What follows belongs to an exercise in optimizing a design on an open flow for small area, a short achievable clock period and few clock cycles; a production flow would make more cautious choices.
No run shown here included a check of the RTL's function; only the layout flow was run.
Power and IR drop assume default switching activity.

`flow/design.v`:
```
module mbf_wtx (
    input  wire        clk,
    input  wire        rst,
    input  wire        tx_start,
    input  wire [15:0] tx_cmd,
    input  wire [15:0] tx_len,
    input  wire        tx_flip,
    input  wire        tx_ack,
    output wire        tx_busy,
    output reg         tx_done,
    output reg         tx_oversize,
    input  wire        tx_in_valid,
    input  wire [31:0] tx_in_data,
    output wire        tx_in_ready,
    output reg         pkt_valid,
    output reg  [31:0] pkt_data,
    output reg         pkt_last,
    input  wire        pkt_ready
);
    localparam MSG_MAX = 988;
    reg        h_valid;
    reg [15:0] h_cmd;
    reg [9:0]  h_len;
    reg        h_ovs;
    reg        h_flip;
    reg        h_ack;
    reg [2:0]  d_st;       
    reg [8:0]  d_rem;
    reg [3:0]  d_q;
    assign tx_busy = h_valid;
    reg        c_act;      
    reg        c_fin;      
    reg        c_flip;
    reg        c_ack;
    reg [3:0]  c_lidx;     
    reg [5:0]  c_lplen;    
    reg [3:0]  pidx;
    reg [3:0]  wpos;
    reg [15:0] carry;
    reg        sk_e;       
    reg [31:0] sk_d;
    assign tx_in_ready = sk_e;
    wire       in_fire = tx_in_valid & sk_e;
    wire [31:0] s_word = sk_e ? tx_in_data : sk_d;
    wire       s_avail = ~sk_e | tx_in_valid;
    wire       w0    = (wpos == 4'd0);
    wire       even  = ~pidx[0];
    reg        lastp;      
    wire [5:0] vmax  = c_lplen + 6'd1;
    wire       w_lt  = (wpos < vmax[5:2]);
    wire       w_eq  = (wpos == vmax[5:2]);
    wire [3:0] mb;
    assign mb[0] = ~lastp | w_lt | w_eq;
    assign mb[1] = ~lastp | w_lt | (w_eq & (vmax[1:0] != 2'd0));
    assign mb[2] = ~lastp | w_lt | (w_eq & vmax[1]);
    assign mb[3] = ~lastp | w_lt | (w_eq & (vmax[1:0] == 2'd3));
    wire       need_s = even ? mb[2] : (~w0 & mb[0]);
    wire       out_free = ~pkt_valid | pkt_ready;
    wire       step     = c_act & out_free & (~need_s | s_avail);
    wire       consume  = step & need_s;
    wire [15:0] hdr = {pidx, c_lidx, c_flip, c_ack, lastp ? c_lplen : 6'd62};
    reg  [31:0] word;
    always @(*) begin
        case ({w0, even})
            2'b11:   word = {s_word[15:0], hdr};
            2'b10:   word = {carry, hdr};
            2'b01:   word = {s_word[15:0], carry};
            default: word = s_word;
        endcase
    end
    wire [31:0] word_m = word & {{8{mb[3]}}, {8{mb[2]}}, {8{mb[1]}}, {8{mb[0]}}};
    wire       d_done = d_st[2];
    wire       go     = h_valid & d_done & ~c_act & ~pkt_valid;
    wire       go_pkt = go & ~h_ovs;
    wire [5:0] plen0  = (d_q == 4'd0) ? d_rem[5:0] : 6'd62;
    reg        d_ge;
    reg [8:0]  d_nx;
    always @(*) begin
        case (d_st[1:0])
            2'd0: begin
                d_ge = (h_len > 10'd492);
                d_nx = d_ge ? 9'(h_len - 10'd492) : 9'(h_len + 10'd4);
            end
            2'd1: begin
                d_ge = (d_rem > 9'd248);
                d_nx = d_ge ? d_rem - 9'd248 : d_rem;
            end
            2'd2: begin
                d_ge = (d_rem > 9'd124);
                d_nx = d_ge ? d_rem - 9'd124 : d_rem;
            end
            default: begin
                d_ge = (d_rem > 9'd62);
                d_nx = d_ge ? d_rem - 9'd62 : d_rem;
            end
        endcase
    end
    always @(posedge clk) begin
        if (rst) begin
            h_valid <= 1'b0;
        end else if (!h_valid) begin
            if (tx_start) begin
                h_valid <= 1'b1;
                h_cmd   <= tx_cmd;
                h_len   <= tx_len[9:0];
                h_ovs   <= (tx_len > MSG_MAX);
                h_flip  <= tx_flip;
                h_ack   <= tx_ack;
            end
        end else if (go) begin
            h_valid <= 1'b0;
        end
        if (!h_valid) begin
            d_st <= 3'd0;
        end else if (!d_done) begin
            d_st  <= d_st + 3'd1;
            d_rem <= d_nx;
            d_q   <= {d_q[2:0], d_ge};
        end
        if (in_fire)
            sk_d <= tx_in_data;
        if (rst)
            sk_e <= 1'b1;
        else
            sk_e <= sk_e ? ~(in_fire & ~consume) : consume;
        if (rst) begin
            c_act     <= 1'b0;
            c_fin     <= 1'b0;
            pkt_valid <= 1'b0;
            tx_done   <= 1'b0;
        end else begin
            tx_done     <= (c_fin & pkt_valid & pkt_ready) | (go & h_ovs);
            tx_oversize <= go & h_ovs;
            if (c_fin & pkt_valid & pkt_ready)
                c_fin <= 1'b0;
            if (go_pkt) begin
                c_act     <= 1'b1;
                c_flip    <= h_flip;
                c_ack     <= h_ack;
                c_lidx    <= d_q;
                c_lplen   <= d_rem[5:0];
                lastp     <= (d_q == 4'd0);
                pidx      <= 4'd0;
                wpos      <= 4'd1;
                carry     <= {6'd0, h_len};
                pkt_valid <= 1'b1;
                pkt_data  <= {h_cmd, 4'd0, d_q, h_flip, h_ack, plen0};
                pkt_last  <= 1'b0;
            end else if (step) begin
                pkt_valid <= 1'b1;
                pkt_data  <= word_m;
                pkt_last  <= (wpos == 4'd15);
                wpos      <= wpos + 4'd1;
                if (even && need_s)
                    carry <= s_word[31:16];
                if (wpos == 4'd15) begin
                    pidx  <= pidx + 4'd1;
                    lastp <= (pidx + 4'd1 == c_lidx);
                    if (lastp) begin
                        c_act <= 1'b0;
                        c_fin <= 1'b1;
                    end
                end
            end else if (pkt_ready) begin
                pkt_valid <= 1'b0;
            end
        end
    end
endmodule
module mbf_wrx (
    input  wire        clk,
    input  wire        rst,
    input  wire        rx_strict,
    input  wire        rx_valid,
    input  wire [31:0] rx_data,
    input  wire        rx_last,
    input  wire [2:0]  rx_cnt,
    output reg         rd_valid,
    output reg  [31:0] rd_data,
    output reg  [2:0]  rd_cnt,
    output reg         res_valid,
    output reg  [1:0]  res_kind,
    output reg  [3:0]  res_err,
    output wire [15:0] res_cmd,
    output wire [15:0] res_len
);
    localparam [15:0] CMD_DBG_MESSAGE = 16'hF001;
    localparam [15:0] CMD_ID_RETRY    = 16'hF002;
    localparam [1:0] KIND_MESSAGE = 2'd0;
    localparam [1:0] KIND_RETRY   = 2'd1;
    localparam [1:0] KIND_DEBUG   = 2'd2;
    localparam [1:0] KIND_FAIL    = 2'd3;
    localparam [3:0] ERR_NONE         = 4'h0;
    localparam [3:0] ERR_LEN_MISMATCH = 4'h2;
    localparam [3:0] ERR_BAD_PACKET   = 4'h3;
    localparam [3:0] ERR_INCONSISTENT = 4'h4;
    localparam [3:0] ERR_TOO_LONG     = 4'h5;
    reg        first;        
    reg [4:0]  k;            
    reg [4:0]  nidx;         
    reg [3:0]  tot0;
    reg [9:0]  sum;          
    reg        p0ge4;        
    reg [15:0] cmd_q;
    reg [15:0] len_q;
    reg [4:0]  wpos;         
    reg [5:0]  plen_q;
    reg [3:0]  idx_q;
    reg [3:0]  tot_q;
    assign res_cmd = cmd_q;
    assign res_len = len_q;
    wire        w0     = (wpos == 5'd0);
    wire        w1     = (wpos == 5'd1);
    wire [2:0]  nb     = rx_cnt;
    wire [3:0]  idx_c  = w0 ? rx_data[15:12] : idx_q;
    wire [3:0]  tot_c  = w0 ? rx_data[11:8]  : tot_q;
    wire [15:0] len_c  = w1 ? rx_data[15:0]  : len_q;
    wire [7:0]  t_q = {2'b00, plen_q} + 8'd2 - {1'b0, wpos, 2'b00};
    reg  [2:0]  tk_cnt;
    reg         tk_hi;       
    always @(*) begin
        tk_hi = 1'b0;
        if (w0) begin
            tk_hi  = 1'b1;
            tk_cnt = first ? 3'd0 :
                     (rx_data[5:1] != 5'd0) ? 3'd2 : {2'b00, rx_data[0]};
        end else if (w1 && first) begin
            tk_hi  = 1'b1;
            tk_cnt = (plen_q[5:3] != 3'd0 || plen_q[2:1] == 2'b11) ? 3'd2 :
                     (plen_q == 6'd5) ? 3'd1 : 3'd0;
        end else begin
            tk_cnt = t_q[7] ? 3'd0 : (t_q[6:0] > 7'd4) ? 3'd4 : t_q[2:0];
        end
    end
    wire        short_w0 = first || (nb < 3'd2) || ({1'b0, rx_data[5:0]} + 7'd2 > {4'd0, nb});
    wire        short_wn = (!t_q[7] && ((t_q[6:0] > 7'd4) || (nb < t_q[2:0]))) ||
                           (first && w1 && nb < 3'd2);
    wire        bad_pkt  = w0 ? short_w0 : ((plen_q == 6'd63) || short_wn);
    wire [5:0]  plen_s   = w0 ? {4'd0, rx_data[1:0]} : plen_q;
    wire        too_long = !first && (k == 5'd16);
    wire        inconsist = rx_strict &&
                            (first ? (idx_c != 4'd0)
                                   : (({1'b0, idx_c} != nidx) || (tot_c != tot0)));
    wire        complete = (idx_c == tot_c);
    wire [15:0] len_m4   = {10'd0, plen_q} - 16'd4;
    wire [10:0] rest     = {1'b0, len_q[9:0]} + 11'd4 - {1'b0, sum};
    wire        len_ok   = first ? ((len_c == len_m4) && (plen_q[5:2] != 4'd0))
                                 : ((rest == {5'd0, plen_s}) && (len_q[15:10] == 6'd0) && p0ge4);
    wire        ev       = rx_valid && rx_last;
    wire        fail     = bad_pkt || too_long || inconsist;
    wire        ended    = fail || complete;
    always @(posedge clk) begin
        rd_data  <= {rx_data[31:16], tk_hi ? rx_data[31:16] : rx_data[15:0]};
        rd_cnt   <= tk_cnt;
        res_kind <= fail || !len_ok      ? KIND_FAIL :
                    (cmd_q == CMD_DBG_MESSAGE) ? KIND_DEBUG :
                    (cmd_q == CMD_ID_RETRY)    ? KIND_RETRY : KIND_MESSAGE;
        res_err  <= bad_pkt   ? ERR_BAD_PACKET :
                    too_long  ? ERR_TOO_LONG :
                    inconsist ? ERR_INCONSISTENT :
                    !len_ok   ? ERR_LEN_MISMATCH : ERR_NONE;
        if (rst) begin
            first     <= 1'b1;
            wpos      <= 5'd0;
            rd_valid  <= 1'b0;
            res_valid <= 1'b0;
        end else begin
            rd_valid  <= rx_valid && (tk_cnt != 3'd0);
            res_valid <= ev && ended;
            if (rx_valid) begin
                if (w0) begin
                    plen_q <= rx_data[5:0];
                    idx_q  <= rx_data[15:12];
                    tot_q  <= rx_data[11:8];
                    if (first) cmd_q <= rx_data[31:16];
                end
                if (first && w1) len_q <= rx_data[15:0];
                if (rx_last) begin
                    wpos  <= 5'd0;
                    first <= ended;
                    k     <= first ? 5'd1 : k + 5'd1;
                    sum   <= (first ? 10'd0 : sum) + {4'd0, plen_s};
                    nidx  <= {1'b0, idx_c} + 5'd1;
                    if (first) begin
                        tot0  <= tot_c;
                        p0ge4 <= (plen_q[5:2] != 4'd0);
                    end
                end else if (!wpos[4]) begin
                    wpos <= wpos + 5'd1;
                end
            end
        end
    end
endmodule
module mbf_framer32 (
    input  wire        clk,
    input  wire        rst,
    input  wire        tx_start,
    input  wire [15:0] tx_cmd,
    input  wire [15:0] tx_len,
    input  wire        tx_flip,
    input  wire        tx_ack,
    output wire        tx_busy,
    output wire        tx_done,
    output wire        tx_oversize,
    input  wire        tx_in_valid,
    input  wire [31:0] tx_in_data,
    output wire        tx_in_ready,
    output wire        pkt_valid,
    output wire [31:0] pkt_data,
    output wire        pkt_last,
    input  wire        pkt_ready,
    input  wire        rx_strict,
    input  wire        rx_valid,
    input  wire [31:0] rx_data,
    input  wire        rx_last,
    input  wire [2:0]  rx_cnt,
    output wire        rd_valid,
    output wire [31:0] rd_data,
    output wire [2:0]  rd_cnt,
    output wire        res_valid,
    output wire [1:0]  res_kind,
    output wire [3:0]  res_err,
    output wire [15:0] res_cmd,
    output wire [15:0] res_len
);
    mbf_wtx u_tx (
        .clk(clk), .rst(rst),
        .tx_start(tx_start), .tx_cmd(tx_cmd), .tx_len(tx_len),
        .tx_flip(tx_flip), .tx_ack(tx_ack),
        .tx_busy(tx_busy), .tx_done(tx_done), .tx_oversize(tx_oversize),
        .tx_in_valid(tx_in_valid), .tx_in_data(tx_in_data), .tx_in_ready(tx_in_ready),
        .pkt_valid(pkt_valid), .pkt_data(pkt_data), .pkt_last(pkt_last),
        .pkt_ready(pkt_ready)
    );
    mbf_wrx u_rx (
        .clk(clk), .rst(rst),
        .rx_strict(rx_strict), .rx_valid(rx_valid), .rx_data(rx_data),
        .rx_last(rx_last), .rx_cnt(rx_cnt),
        .rd_valid(rd_valid), .rd_data(rd_data), .rd_cnt(rd_cnt),
        .res_valid(res_valid), .res_kind(res_kind), .res_err(res_err),
        .res_cmd(res_cmd), .res_len(res_len)
    );
endmodule
```
`flow/flow/run.sh`:
```
#!/bin/bash
set -euo pipefail
export BUFFER_PORTS_ARGS="-buffer_cell sky130_fd_sc_hd__buf_1"
bash standard.sh > standard.log 2>&1
```
`flow/standard.sh`:
```
#!/bin/bash
# synth_recipe.tcl (not shown) runs the flow's synth.tcl, then flattens the netlist and writes it again
# the make line also repeats each setting of config.mk as NAME=value (left out here)
make -C /OpenROAD-flow-scripts/flow DESIGN_CONFIG=/design/flow/config.mk WORK_HOME=/design/flow/orfs CLKGATE_MAP_FILE= SYNTH_SCRIPT=/design/flow/synth_recipe.tcl "${@:-finish}"
```
`flow/config.mk`:
```
export PLATFORM = sky130hd
export DESIGN_NAME = mbf_framer32
export DESIGN_NICKNAME = mbf_framer32
export VERILOG_FILES = /design/flow/design.v
export SDC_FILE = /design/flow/constraint.sdc
export NUM_CORES = 4
export LEC_CHECK = 0
export ABC_AREA = 1
export CAP_MARGIN = 20
export CORE_MARGIN = 2
export CORE_UTILIZATION = 40
export SETUP_SLACK_MARGIN = 5
export SLEW_MARGIN = 20
```
`flow/constraint.sdc`:
```
create_clock -name core_clock -period 8.0 [get_ports {clk}]
set_input_delay 1.6000 -clock core_clock [delete_from_list [all_inputs] [get_ports {clk}]]
set_output_delay 1.6000 -clock core_clock [all_outputs]
set_load 0.01 [all_outputs]
```
==> impl_metrics.toml, run 1 <==
[outcome]
status = "timing/DRC/antenna clean"

[flow_run]
max_cap_violations = 0

[die]
dieArea_um2 = 36820
die-height_um = 191.9
coreArea_um2 = 34630
fp.dieW_um = 191.9
io_pins = 222
rows = 68
initial_core_util_pct = 40.78

[clocking]
cts.sink_count = 273
cts_tree = "yes"
clkTransAtPathRegs_ns = 0.06
clockBufferDepth = 3
cts_buffers = 31
clockRootBuffer = "clkbuf_16"
h-tree-depth = 1
clk-insertion-delay-late_ns = 0.58

[cells_and_area]
fin_cells = 2261
drive_gt1_share_pct = 9.524
fin_util_pct = 48.98
final_common_cell = "nand2_1"
nNetsFinal = 1960
antenna_cells = 0
layout_common_cells = "nand2_1 (355), buf_1 (218), edfxtp_1 (216), inv_1 (206), nor2_1 (119)"
synthToLayoutAreaGrowth_pct = 20.13

[global_route]
grt_start_max_net_pins = 36
antenna_found_initial = 1
grt_pass1_vias = 11150
grt_remaining_overflow = 0
groute.usage.overall_pct = 21.11
grt_pass1_wl_mm = 60.60

[worst_setup_path]
startpoint_type = "flip-flop"
startpoint = "u_tx.sk_e"
crit_arrival_ns = 1.32
rr_endpoint = "u_tx.carry[5]"
r2r-start = "u_tx.c_lplen[1]"
critPathKind = "flip-flop to output port"
crit_fanout = 35
regToRegSetupSlack_ns = 5.13
endpoint = "tx_in_ready"
reg2regPathDepth = 12
worstPathRequired_ns = 6.40
crit_path_end_kind = "output port"

[timing]
tns_ns = 0
skew_ns = 0.01490
finalSetupViolCount = 0
rsz0062_at_grt = "no"
worst_pin_slew_ns = 1.108
fmax_ghz = 0.3420
post-route-period-util_pct = 36.55
fin_ws_ns = 5.076
slew_violations = 0
slew_headroom_pct = 25.54
period_minus_slack_ns = 2.924
hold_viol_final = 0

[detailed_routing]
via_count = 11620
wl_per_cell_um = 17.31
drt-initial-drc-count = 890
first_pass_iters = 5
drt-total-wl_mm = 39.14
ant_nets = 0
drc = 0
viasPerCell = 5.139

[logic_synthesis]
syn_area_um2 = 14120
synth_seq_cells = 273
syn_inst = 1531
ys_seq_area_share_pct = 54.02
synth_edf_count = 216
syn_nets = 1710
yosys_warnings = 2
yosys.cell_types.count = 61
ys.flop_type = "edfxtp_1"
synth_area_per_cell_um2 = 9.223
ys_async_sr_fraction_pct = 0

[placement]
post-place-cells = 2180
port_buffers = 220
dp_slack_ns = 4.282
hpwlAfterDp_mm = 29.15
gp_congestion = 0.9146

[power]
p_per_area_nw_per_um2 = 204.6
power.leakage_nw = 7.181
peakVddDrop_uv = 182.9

[hold_path]
hp-class = "flip-flop to flip-flop"
power by group:
| part | switching [mW] | internal (mW) | leakage (nW) | total, mW |
|---|---|---|---|---|
| Clock | 0.601 | 0.860 | 0.521 | 1.46 |
| Sequential | 0.0305 | 1.60 | 2.47 | 1.63 |
| Combinational | 0.255 | 0.127 | 4.19 | 0.382 |
| Total | 0.887 | 2.58 | 7.18 | 3.47 |
layout make-up:
cell class	instances	area [um^2]
Sequential cell	273	7629
Fill cell	3278	17670
Inverter	217	833.3
Tap cell	455	569.3
Clock buffer	32	800.8
Multi-Input combinational cell	1006	5739
Timing Repair Buffer	252	1137
Clock inverter	26	254.0
worst min-delay path by stage:
stage                           start     endpoint  slack, ns  cells past startpoint
after floorplan            u_tx.h_ack   u_tx.c_ack       0.43                      0
after global placement    u_tx.h_flip  u_tx.c_flip       0.45                      0
after detailed placement  u_tx.h_flip  u_tx.c_flip       0.45                      0
after CTS                 u_tx.h_flip  u_tx.c_flip       0.46                      0
after global routing      u_tx.h_flip  u_tx.c_flip       0.48                      0
final                      u_tx.h_ack   u_tx.c_ack       0.47                      0
kinds of logic (layout without fill, tap and decap cells):
family,Yosys count,count (layout),synth area share [%]
AOI/OAI and AO/OA,231,231,9.730
xor gates and xnor gates,31,31,1.923
adders and majority gates,70,70,6.362
buffers and inverters,254,527,7.080
DFF,273,273,54.02
muxes,4,4,0.2924
other,1,1,0.02656
and+or+nand+nor,667,669,20.57
routing by layer:
metal	vias to the layer above	global-route usage, %	wire, um
met2	438	35.67	18310
met1	5407	28.00	16920
met3	72	3.015	2712
met4	2	6.568	1187
met5	-	0	13
li1	5700	-	-
per-stage QoR:
step / power (mW) / cell area, um^2 / hold slack, ns
floorplan: 1.899 / 14260 / 0.4268
global placement: 2.024 / 15550 / 0.4529
detailed placement: 2.028 / 15550 / 0.4479
CTS: 3.495 / 16750 / 0.4627
global route: 3.610 / 16960 / 0.4778
finish: 3.470 / 16960 / 0.4683
synth_stat cells (5+ instances only):
cell,instances,area share (%)
o21ai_0,87,3.1
a21oi_1,72,2.6
and3_1,5,0.22
buf_2,5,0.18
inv_2,5,0.13
a31oi_1,5,0.22
xnor2_1,7,0.43
dfxtp_1,57,8.1
clkbuf_1,27,0.72
o221ai_1,5,0.31
a221oi_1,13,0.81
o21ai_2,5,0.31
nand3_1,94,3.3
nor2_1,126,3.3
nand2_1,363,9.7
inv_1,212,5.6
edfxtp_1,216,46
ha_1,67,5.9
nand3b_1,7,0.37
xor2_1,24,1.5
nand2_2,9,0.40
nor3_1,13,0.46
nand2_4,5,0.40
nand4_1,25,1.1
what timing repair did:
action,CTS,global route
setup endpoints to repair,89,107
hold buffers,0,0
gates resized for setup,15,27
pin swaps,6,11
setup buffers,7,14
gates cloned,2,0
critical path: stages (launching register included):
cell and delay (ns):
dfxtp_1 0.35, buf_12 0.21, buf_1 0.18
state kept, by name (all words and copies together), names as in the netlist, 4 cells and up:
register       cells
u_rx.tot0          4
u_tx.pidx          4
u_rx.len_q        16
u_rx.sum          10
u_tx.pkt_data     32
u_rx.rd_data      32
u_tx.c_lidx        4
u_tx.d_rem         9
u_rx.tot_q         4
u_rx.wpos          5
u_tx.carry        16
u_rx.plen_q        6
u_tx.d_q           4
u_rx.cmd_q        16
u_rx.idx_q         4
u_rx.k             5
u_rx.nidx          5
u_tx.sk_d         32
u_tx.h_cmd        16
u_tx.c_lplen       6
u_tx.h_len        10
u_tx.wpos          4
==> inputs of run 2 (changes only) <==
==> flow/flow/run.sh (replaced) <==
#!/bin/bash
set -euo pipefail
export BUFFER_PORTS_ARGS="-buffer_cell sky130_fd_sc_hd__buf_1"
export SETUP_SLACK_MARGIN=5.5
bash standard.sh > standard.log 2>&1
--- a/flow/config.mk
+++ b/flow/config.mk
@@ -9,5 +9,4 @@
 export CAP_MARGIN = 20
 export CORE_MARGIN = 2
 export CORE_UTILIZATION = 40
-export SETUP_SLACK_MARGIN = 5
 export SLEW_MARGIN = 20
==> impl_metrics.toml, run 2 <==
[timing]
worst_pin_slew_ns = 0.9085
finalSetupViolCount = 0
period_minus_slack_ns = 2.876
post-route-period-util_pct = 35.95
hold_ws_ns = 0.4674
slew_violations = 0
fmax_ghz = 0.3477
hold_viol_final = 0
fin_ws_ns = 5.124
rsz0062_at_grt = "yes"
skew_ns = 0.01349
slew_headroom_pct = 39.29
tns_ns = 0

[power]
power.leakage_nw = 8.044
peakVddDrop_uv = 160.0
power.total_mw = 3.450
p_per_area_nw_per_um2 = 184.2

[global_route]
grt_pass1_vias = 11560
antenna_found_initial = 3
grt_start_max_net_pins = 36
groute.usage.overall_pct = 22.21
grt_remaining_overflow = 0
grt_pass1_wl_mm = 63.25

[detailed_routing]
viasPerCell = 5.258
wl_per_cell_um = 18.44
via_count = 12350
drc = 0
drt-initial-drc-count = 1062
drt-total-wl_mm = 43.29
first_pass_iters = 6
ant_nets = 0

[logic_synthesis]
synth_top_cells_by_count = "nand2_1 (363), edfxtp_1 (216), inv_1 (212), nor2_1 (126), nand3_1 (94)"
yosys_warnings = 2
synthTopCellsByArea = "edfxtp_1 (46%), nand2_1 (9.6%), dfxtp_1 (8.1%)"
syn_nets = 1710
ys_seq_area_share_pct = 54.02
synth_area_per_cell_um2 = 9.223
yosys.cell_types.count = 61
syn_inst = 1531
yosysTopAreaCell = "edfxtp_1"
syn_area_um2 = 14120
synth_edf_count = 216
synth_top_area_share_pct = 45.94
synth.most_common_cell = "nand2_1"
synth_seq_cells = 273
ys.flop_type = "edfxtp_1"
ys_async_sr_fraction_pct = 0

[clocking]
h-tree-depth = 1
cts_buffers = 31
clockRootBuffer = "clkbuf_16"
clk-insertion-delay-late_ns = 0.57
ctsHoldBuffers = 0
cts_tree = "yes"
clkTransAtPathRegs_ns = 0.06
clockBufferDepth = 3
cts.sink_count = 273

[worst_setup_path]
crit_arrival_ns = 3.15
critPathKind = "flip-flop to flip-flop"
cp_num_buf_inv = 3
cp_slowest_cell = "edfxtp_1"
worstPathRequired_ns = 8.27
crit_family = "compound AO/OA/AOI/OAI gates"
critPathMaxStageDelay_ns = 0.41
crit_path_end_kind = "flip-flop"
crit_chain = "buf_6 > ha_4 > nand3_2 > xor2_1 > ha_1 > nand2_1 > o21ai_2 > nand2_2 > o21ai_2 > nand2_2 > a21boi_4 > nand2_4 > o21ai_4 > buf_6 > buf_12"
crit_fanout = 8
startpoint_type = "flip-flop"

[placement]
hpwlAfterDp_mm = 29.45
dp_slack_ns = 4.288
place_area_um2 = 15590
post-place-cells = 2175
port_buffers = 220
gp_congestion = 0.9437

[flow_run]
max_cap_violations = 0

[die]
die-height_um = 191.9
io_pins = 222
rows = 68
dieArea_um2 = 36820
coreArea_um2 = 34630
fp.dieW_um = 191.9
initial_core_util_pct = 40.78

[cells_and_area]
multi_input_comb_area_um2 = 6285
fin_cells = 2348
fin_util_pct = 54.08
final_common_cell = "nand2_1"
nFillCells = 3031
synthToLayoutAreaGrowth_pct = 32.62
layout_common_cells = "nand2_1 (333), edfxtp_1 (216), inv_1 (188), buf_1 (112), nor2_1 (109)"
drive_gt1_share_pct = 25.33
nNetsFinal = 2046
seqCellArea_um2 = 7676
final_area_um2 = 18730
largestRegisters = "u_rx.rd_data: 32 flops, u_tx.pkt_data: 32 flops, u_tx.sk_d: 32 flops"

[outcome]
status = "timing/DRC/antenna clean"

[hold_path]
hp-class = "flip-flop to flip-flop"
## run 2: layout make-up
| cell class | count | area share (%) |
|---|---|---|
| Inverter | 217 | 4.697 |
| Timing Repair Buffer | 335 | 12.56 |
| Clock inverter | 20 | 0.8553 |
| Antenna cell | 2 | 0.02673 |
| Sequential cell | 273 | 40.99 |
| Multi-Input combinational cell | 1009 | 33.56 |
| Clock buffer | 37 | 4.263 |
| Tap cell | 455 | 3.040 |
## run 2: kinds of logic after synthesis
family                   Yosys count  share of synthesized area, %
other                              1                       0.02656
buffers and inverters            254                         7.080
AO/OA/AOI/OAI                    231                         9.730
adder cells (fa/ha/maj)           70                         6.362
multiplexers                       4                        0.2924
XOR/XNOR                          31                         1.923
flip-flops                       273                         54.02
AND/OR/NAND/NOR                  667                         20.57
## run 2: path summary, 6_finish.rpt
path                   start        endpoint  slack [ns]  cells after the start
min               u_tx.h_ack      u_tx.c_ack        0.47                      0
min reg2reg       u_tx.h_ack      u_tx.c_ack        0.47                      0
max          u_tx.c_lplen[1]  u_tx.carry[12]        5.12                     15
max reg2reg  u_tx.c_lplen[1]  u_tx.carry[12]        5.12                     15
## run 2: worst register-to-register path: cells and delay by family (launching register included)
family,cells,cell delay (ns)
AND/OR/NAND/NOR,5,0.49
AO/OA/AOI/OAI,4,0.72
flip-flops,1,0.41
XOR/XNOR,1,0.15
buffers and inverters,3,0.38
adder cells (fa/ha/maj),2,0.44
## run 2: where the power goes
group	internal [mW]	total, mW	switching (mW)
combinational	0.178	0.460	0.282
sequential	1.60	1.63	0.0337
clock	0.774	1.36	0.585
total	2.55	3.45	0.900
## run 2: layer usage
layer / wire length, um / GRT usage (%) / part of all wire [%] / vias to the layer above
met2: 20740 / 37.17 / 48 / 518
met3: 3186 / 3.673 / 7.4 / 102
met1: 17990 / 29.38 / 42 / 5855
met5: 26 / 0 / 0.060 / -
li1: - / - / - / 5867
met4: 1343 / 7.071 / 3.1 / 4
## run 2: repair_timing
item                                    4_1_cts  5_1_grt
setup buffers                                68       36
endpoints found under the setup margin      310      260
gates resized for setup                     195      171
gates cloned                                  7        3
pin swaps                                    49       63
==> inputs of run 3 (changes only) <==
==> flow/flow/run.sh (replaced) <==
#!/bin/bash
set -euo pipefail
export BUFFER_PORTS_ARGS="-buffer_cell sky130_fd_sc_hd__buf_1"
bash standard.sh > standard.log 2>&1
--- a/flow/config.mk
+++ b/flow/config.mk
@@ -9,4 +9,7 @@
 export CAP_MARGIN = 20
 export CORE_MARGIN = 2
 export CORE_UTILIZATION = 40
+export CTS_CLUSTER_DIAMETER = 120
+export CTS_CLUSTER_SIZE = 24
+export SETUP_SLACK_MARGIN = 5
 export SLEW_MARGIN = 20
==> impl_metrics.toml, run 3 <==
[timing]
rsz0062_at_grt = "yes"
fmax_ghz = 0.3307
period_minus_slack_ns = 3.024
slew_violations = 0
tns_ns = 0
hold_ws_ns = 0.4681
skew_ns = 0.03492
hold_viol_final = 0
post-route-period-util_pct = 37.79
worst_pin_slew_ns = 1.079
slew_headroom_pct = 27.55
finalSetupViolCount = 0
fin_ws_ns = 4.976

[logic_synthesis]
yosys_warnings = 2
synth.most_common_cell = "nand2_1"
syn_nets = 1710
synth_area_per_cell_um2 = 9.223
synth_top_cells_by_count = "nand2_1 (363), edfxtp_1 (216), inv_1 (212), nor2_1 (126), nand3_1 (94)"
synthTopCellsByArea = "edfxtp_1 (46%), nand2_1 (9.6%), dfxtp_1 (8.1%)"
yosys.cell_types.count = 61
ys_seq_area_share_pct = 54.02
syn_inst = 1531
synth_edf_count = 216
synth_seq_cells = 273
ys_async_sr_fraction_pct = 0
synth_top_area_share_pct = 45.94
yosysTopAreaCell = "edfxtp_1"
ys.flop_type = "edfxtp_1"
syn_area_um2 = 14120

[cells_and_area]
final_common_cell = "nand2_1"
layout_common_cells = "nand2_1 (355), buf_1 (218), edfxtp_1 (216), inv_1 (207), nor2_1 (120)"
nNetsFinal = 1943
drive_gt1_share_pct = 7.449
synthToLayoutAreaGrowth_pct = 15.40
antenna_cells = 0
largestRegisters = "u_rx.rd_data: 32 flops, u_tx.pkt_data: 32 flops, u_tx.sk_d: 32 flops"
fin_cells = 2227

[clocking]
clk-insertion-delay-late_ns = 0.50
ctsHoldBuffers = 0
cts_buffers = 15
clockBufferDepth = 3
cts.sink_count = 273
h-tree-depth = 1
cts_tree = "yes"
clockRootBuffer = "clkbuf_16"
clkTransAtPathRegs_ns = 0.10

[global_route]
antenna_found_initial = 1
grt_pass1_vias = 10960
groute.usage.overall_pct = 20.74
grt_pass1_wl_mm = 59.68
grt_start_max_net_pins = 36
grt_remaining_overflow = 0

[worst_setup_path]
critPathMaxStageDelay_ns = 0.26
crit_chain = "buf_2 > inv_16 > nand3_4 > nand2_2 > inv_2 > ha_4 > nand3_2 > nand2_2 > a21oi_1 > o21bai_1 > nand2_1 > a21boi_2 > nand3_1 > nand2_1 > o21ai_1"
cp_num_buf_inv = 3
startpoint_type = "input port"
crit_arrival_ns = 3.29
crit_fanout = 6
crit_family = "simple AND/OR/NAND/NOR gates"
cp_slowest_cell = "ha_4"
critPathKind = "input port to flip-flop"
worstPathRequired_ns = 8.27
crit_path_end_kind = "flip-flop"

[placement]
gp_congestion = 0.9146
dp_slack_ns = 4.282
post-place-cells = 2180
hpwlAfterDp_mm = 29.15
port_buffers = 220

[power]
p_per_area_nw_per_um2 = 173.9
peakVddDrop_uv = 169.0
power.total_mw = 2.834
power.leakage_nw = 6.843

[detailed_routing]
drt-initial-drc-count = 901
viasPerCell = 5.184
first_pass_iters = 8
drt-total-wl_mm = 38.75
drc = 0
wl_per_cell_um = 17.40
ant_nets = 0
via_count = 11540

[outcome]
status = "timing/DRC/antenna clean"

[die]
initial_core_util_pct = 40.78
coreArea_um2 = 34630
rows = 68
fp.dieW_um = 191.9
die-height_um = 191.9
dieArea_um2 = 36820
io_pins = 222

[hold_path]
hp-class = "flip-flop to flip-flop"

[flow_run]
max_cap_violations = 0
run 3: final cells by class:
class	instances	area, um^2
Sequential cell	273	7630
Clock buffer	24	409.1
Timing Repair Buffer	250	1102
Inverter	217	833.3
Multi-Input combinational cell	1007	5734
Clock inverter	1	16.27
Fill cell	3386	18330
Tap cell	455	569.3
run 3: what timing repair did:
action	in CTS	in global routing
pin swaps	5	10
setup buffers	7	12
gates cloned	1	2
setup endpoints to repair	91	112
resized for setup	15	21
run 3: worst register-to-register path, stage by stage (launching register included):
cell      delay, ns
edfxtp_1       0.47
nand3_2        0.12
nor3b_2        0.22
xor2_1         0.10
ha_1           0.32
nand2_1        0.07
o21ai_2        0.12
nand2_2        0.10
inv_2          0.10
nand2_4        0.08
nand2_1        0.09
nand2_2        0.06
a21boi_2       0.21
nand2_4        0.15
nand2_8        0.11
inv_1          0.08
nor2_4         0.19
run 3: layer usage:
metal	GRT usage (%)	part of all wire [%]	vias to the layer above
met5	0	0.034	-
li1	-	-	5626
met3	2.467	6.8	75
met1	27.86	43	5398
met2	34.75	46	443
met4	7.012	3.4	2
run 3: where the power goes:
part	switching (mW)	leakage [nW]	internal (mW)
Combinational	0.255	4.17	0.128
Sequential	0.0303	2.47	1.59
Clock	0.465	0.203	0.361
Total	0.751	6.84	2.08
run 3: cells by family (layout without fill, tap and decap cells):
| family | count (synthesis) | count (layout) | share of synthesized area [%] |
|---|---|---|---|
| simple gates | 667 | 670 | 20.57 |
| flops | 273 | 273 | 54.02 |
| other cells | 1 | 1 | 0.02656 |
| mux | 4 | 4 | 0.2924 |
| fa+ha+maj | 70 | 70 | 6.362 |
| compound gates | 231 | 231 | 9.730 |
| xor+xnor | 31 | 31 | 1.923 |
| buf+inv | 254 | 492 | 7.080 |
run 3: path summary, 6_finish.rpt:
| check | startpoint | endpoint | slack, ns | depth (start not counted) |
|---|---|---|---|---|
| worst min register to register | u_tx.h_flip | u_tx.c_flip | 0.47 | 0 |
| worst max-delay path | rx_data[1] | u_rx.sum[9] | 4.98 | 15 |
| worst max register to register | u_tx.c_lplen[1] | u_tx.pidx[1] | 5.12 | 16 |
| worst min-delay path | u_tx.h_flip | u_tx.c_flip | 0.47 | 0 |
run 3: per-stage QoR:
stage | cell area [um^2] | util [%]
2_1_floorplan | 14260 | -
3_3_place_gp | 15550 | 44.91
3_5_place_dp | 15550 | 44.91
4_1_cts | 16110 | 46.51
5_1_grt | 16290 | 47.06
6_report | 16290 | 47.06
==> inputs of run 4 (changes only) <==
--- a/flow/config.mk
+++ b/flow/config.mk
@@ -8,8 +8,8 @@
 export ABC_AREA = 1
 export CAP_MARGIN = 20
 export CORE_MARGIN = 2
-export CORE_UTILIZATION = 40
-export CTS_CLUSTER_DIAMETER = 120
-export CTS_CLUSTER_SIZE = 24
+export CORE_UTILIZATION = 60
+export CTS_CLUSTER_DIAMETER = 100
+export CTS_CLUSTER_SIZE = 20
 export SETUP_SLACK_MARGIN = 5
 export SLEW_MARGIN = 20
==> impl_metrics.toml, run 4 <==
[cells_and_area]
largestRegisters = "u_rx.rd_data: 32 flops, u_tx.pkt_data: 32 flops, u_tx.sk_d: 32 flops"
final_common_cell = "nand2_1"
drive_gt1_share_pct = 8.853
nNetsFinal = 1964
synthToLayoutAreaGrowth_pct = 16.19
fin_cells = 2115
fin_util_pct = 70.53
nFillCells = 1876
antenna_cells = 0
final_area_um2 = 16410
layout_common_cells = "nand2_1 (355), buf_1 (218), edfxtp_1 (216), inv_1 (207), nor2_1 (118)"

[detailed_routing]
viasPerCell = 5.602
ant_nets = 0
wl_per_cell_um = 18.80
drt-total-wl_mm = 39.77
drc = 0
drt-initial-drc-count = 1191
first_pass_iters = 7
via_count = 11850

[global_route]
grt_pass1_vias = 10750
grt_pass1_wl_mm = 58.84
grt_start_max_net_pins = 36
grt_util_met1_pct = 46.08
use_met3_pct = 7.214
use_met2_pct = 46.72
grt_remaining_overflow = 0
antenna_found_initial = 1
top_usage_layer = "met2"
groute.usage.overall_pct = 31.19

[logic_synthesis]
synth_seq_cells = 273
yosys_warnings = 2
ys_async_sr_fraction_pct = 0
synth_edf_count = 216
synth_top_area_share_pct = 45.94
syn_nets = 1710
synth.most_common_cell = "nand2_1"
synth_top_cells_by_count = "nand2_1 (363), edfxtp_1 (216), inv_1 (212), nor2_1 (126), nand3_1 (94)"
yosysTopAreaCell = "edfxtp_1"
yosys.cell_types.count = 61
synth_area_per_cell_um2 = 9.223
ys_seq_area_share_pct = 54.02
syn_inst = 1531
ys.flop_type = "edfxtp_1"
synthTopCellsByArea = "edfxtp_1 (46%), nand2_1 (9.6%), dfxtp_1 (8.1%)"
syn_area_um2 = 14120

[timing]
fin_ws_ns = 5.003
worst_pin_slew_ns = 0.9161
hold_ws_ns = 0.4714
period_minus_slack_ns = 2.997
finalSetupViolCount = 0
skew_ns = 0.03059
hold_viol_final = 0
slew_headroom_pct = 38.46
slew_violations = 0
rsz0062_at_grt = "yes"
tns_ns = 0
post-route-period-util_pct = 37.46
fmax_ghz = 0.3337

[die]
coreArea_um2 = 23260
dieArea_um2 = 24780
rows = 56
io_pins = 222
initial_core_util_pct = 60.70
fp.dieW_um = 157.4
die-height_um = 157.4

[clocking]
cts_buffers = 17
cts.sink_count = 273
clockBufferDepth = 3
cts_tree = "yes"
ctsHoldBuffers = 0
clk-insertion-delay-late_ns = 0.53
clkTransAtPathRegs_ns = 0.09
h-tree-depth = 1
clockRootBuffer = "clkbuf_16"

[worst_setup_path]
crit_arrival_ns = 3.24
crit_path_end_kind = "flip-flop"
critPathKind = "flip-flop to flip-flop"
worstPathRequired_ns = 8.24
startpoint_type = "flip-flop"
crit_fanout = 8

[placement]
port_buffers = 220
post-place-cells = 2043
gp_congestion = 0.9621
dp_slack_ns = 4.246
place_area_um2 = 15370
hpwlAfterDp_mm = 28.73

[power]
p_per_area_nw_per_um2 = 176.3
peakVddDrop_uv = 197.3
power.leakage_nw = 6.969
power.total_mw = 2.893

[flow_run]
max_cap_violations = 0

[hold_path]
hp-class = "flip-flop to flip-flop"

[outcome]
status = "timing/DRC/antenna clean"
run 4: cell counts after synthesis:
No cell type changed its count.
run 4: worst paths after layout:
| kind | from | endpoint | slack, ns | depth (start not counted) |
|---|---|---|---|---|
| worst max register to register | u_tx.c_lplen[1] | u_tx.carry[9] | 5.00 | 18 |
| worst min-delay path | u_tx.h_ack | u_tx.c_ack | 0.47 | 0 |
| worst max-delay path | u_tx.c_lplen[1] | u_tx.carry[9] | 5.00 | 18 |
| worst min register to register | u_tx.h_ack | u_tx.c_ack | 0.47 | 0 |
run 4: where the power goes:
| group | leakage [nW] | internal [mW] | switching (mW) | total, mW |
|---|---|---|---|---|
| Clock | 0.232 | 0.407 | 0.468 | 0.875 |
| Sequential | 2.47 | 1.59 | 0.0325 | 1.63 |
| Combinational | 4.27 | 0.130 | 0.262 | 0.392 |
| Total | 6.97 | 2.13 | 0.762 | 2.89 |
run 4: cell families (layout without fill, tap and decap cells):
kind of cell / count (synthesis) / in the layout / synth area share [%]
fa+ha+maj: 70 / 70 / 6.362
compound gates: 231 / 231 / 9.730
buf+inv: 254 / 517 / 7.080
simple gates: 667 / 669 / 20.57
flops: 273 / 273 / 54.02
other cells: 1 / 1 / 0.02656
xor+xnor: 31 / 31 / 1.923
mux: 4 / 4 / 0.2924
run 4: area by class of cell:
| class | instances | area (um^2) | area share (%) |
|---|---|---|---|
| Clock buffer | 28 | 466.7 | 2.845 |
| Clock inverter | 2 | 17.52 | 0.1068 |
| Inverter | 217 | 833.3 | 5.079 |
| Multi-Input combinational cell | 1006 | 5767 | 35.15 |
| Sequential cell | 273 | 7627 | 46.49 |
| Tap cell | 319 | 399.1 | 2.433 |
| Timing Repair Buffer | 270 | 1295 | 7.894 |
run 4: timing repair:
item,4_1_cts,5_1_grt
pin swaps,9,18
setup endpoints to repair,90,117
gates cloned,3,0
buffers inserted,19,20
resized for setup,14,35
run 4: per-layer routing:
metal / vias up / share of wire (%) / wire (um)
met5: - / 0.030 / 12
met4: 2 / 2.1 / 833
met3: 57 / 11 / 4315
met2: 598 / 44 / 17370
met1: 5528 / 43 / 17230
li1: 5663 / - / -
run 4: worst max-delay path, cell delays in order (launching register included):
cell      delay, ns
edfxtp_1       0.46
ha_2           0.22
buf_4          0.14
xor2_1         0.15
ha_1           0.21
inv_1          0.07
a21oi_1        0.07
o21ai_1        0.15
nand2_1        0.13
inv_2          0.11
nand2_4        0.07
nand2_2        0.07
nand2_2        0.07
a21boi_2       0.17
nand2_2        0.10
buf_6          0.14
o21ai_4        0.13
buf_6          0.14
buf_16         0.12

-- what the ideal ports hide --
How much do the figures lean on ideal ports? The routed layouts below were timed once more, with nothing changed but the port constraints. Step 1 sets driving cells, clkbuf_16 on the clock port and buf_2 on the other inputs (assumed; they add their load-dependent delay and slew). Step 2 also shifts input and output timing later by t, the mid clock arrival at the registers, as if the neighbouring blocks saw the same clock. Slacks: no drivers / after step 1 / after step 2; pairs: no drivers / after step 1.
run	shift t [ns]	setup WS [ns]	worst register clock-pin slew, ns	worst slew at a driven data input, ns
run 1	0.621	5.076 / 5.027 / 4.482	0.06 / 0.06	0.08
run 2	0.607	5.124 / 5.124 / 4.559	0.07 / 0.07	0.09
run 3	0.536	4.976 / 5.011 / 4.475	0.10 / 0.10	0.07
run 4	0.565	5.003 / 5.003 / 4.575	0.10 / 0.10	0.07
After both steps setup and hold are still met in every run listed. For run 1, which loses most, drivers alone change the setup slack by -0.049 ns; drivers and shift together by -0.594 ns.
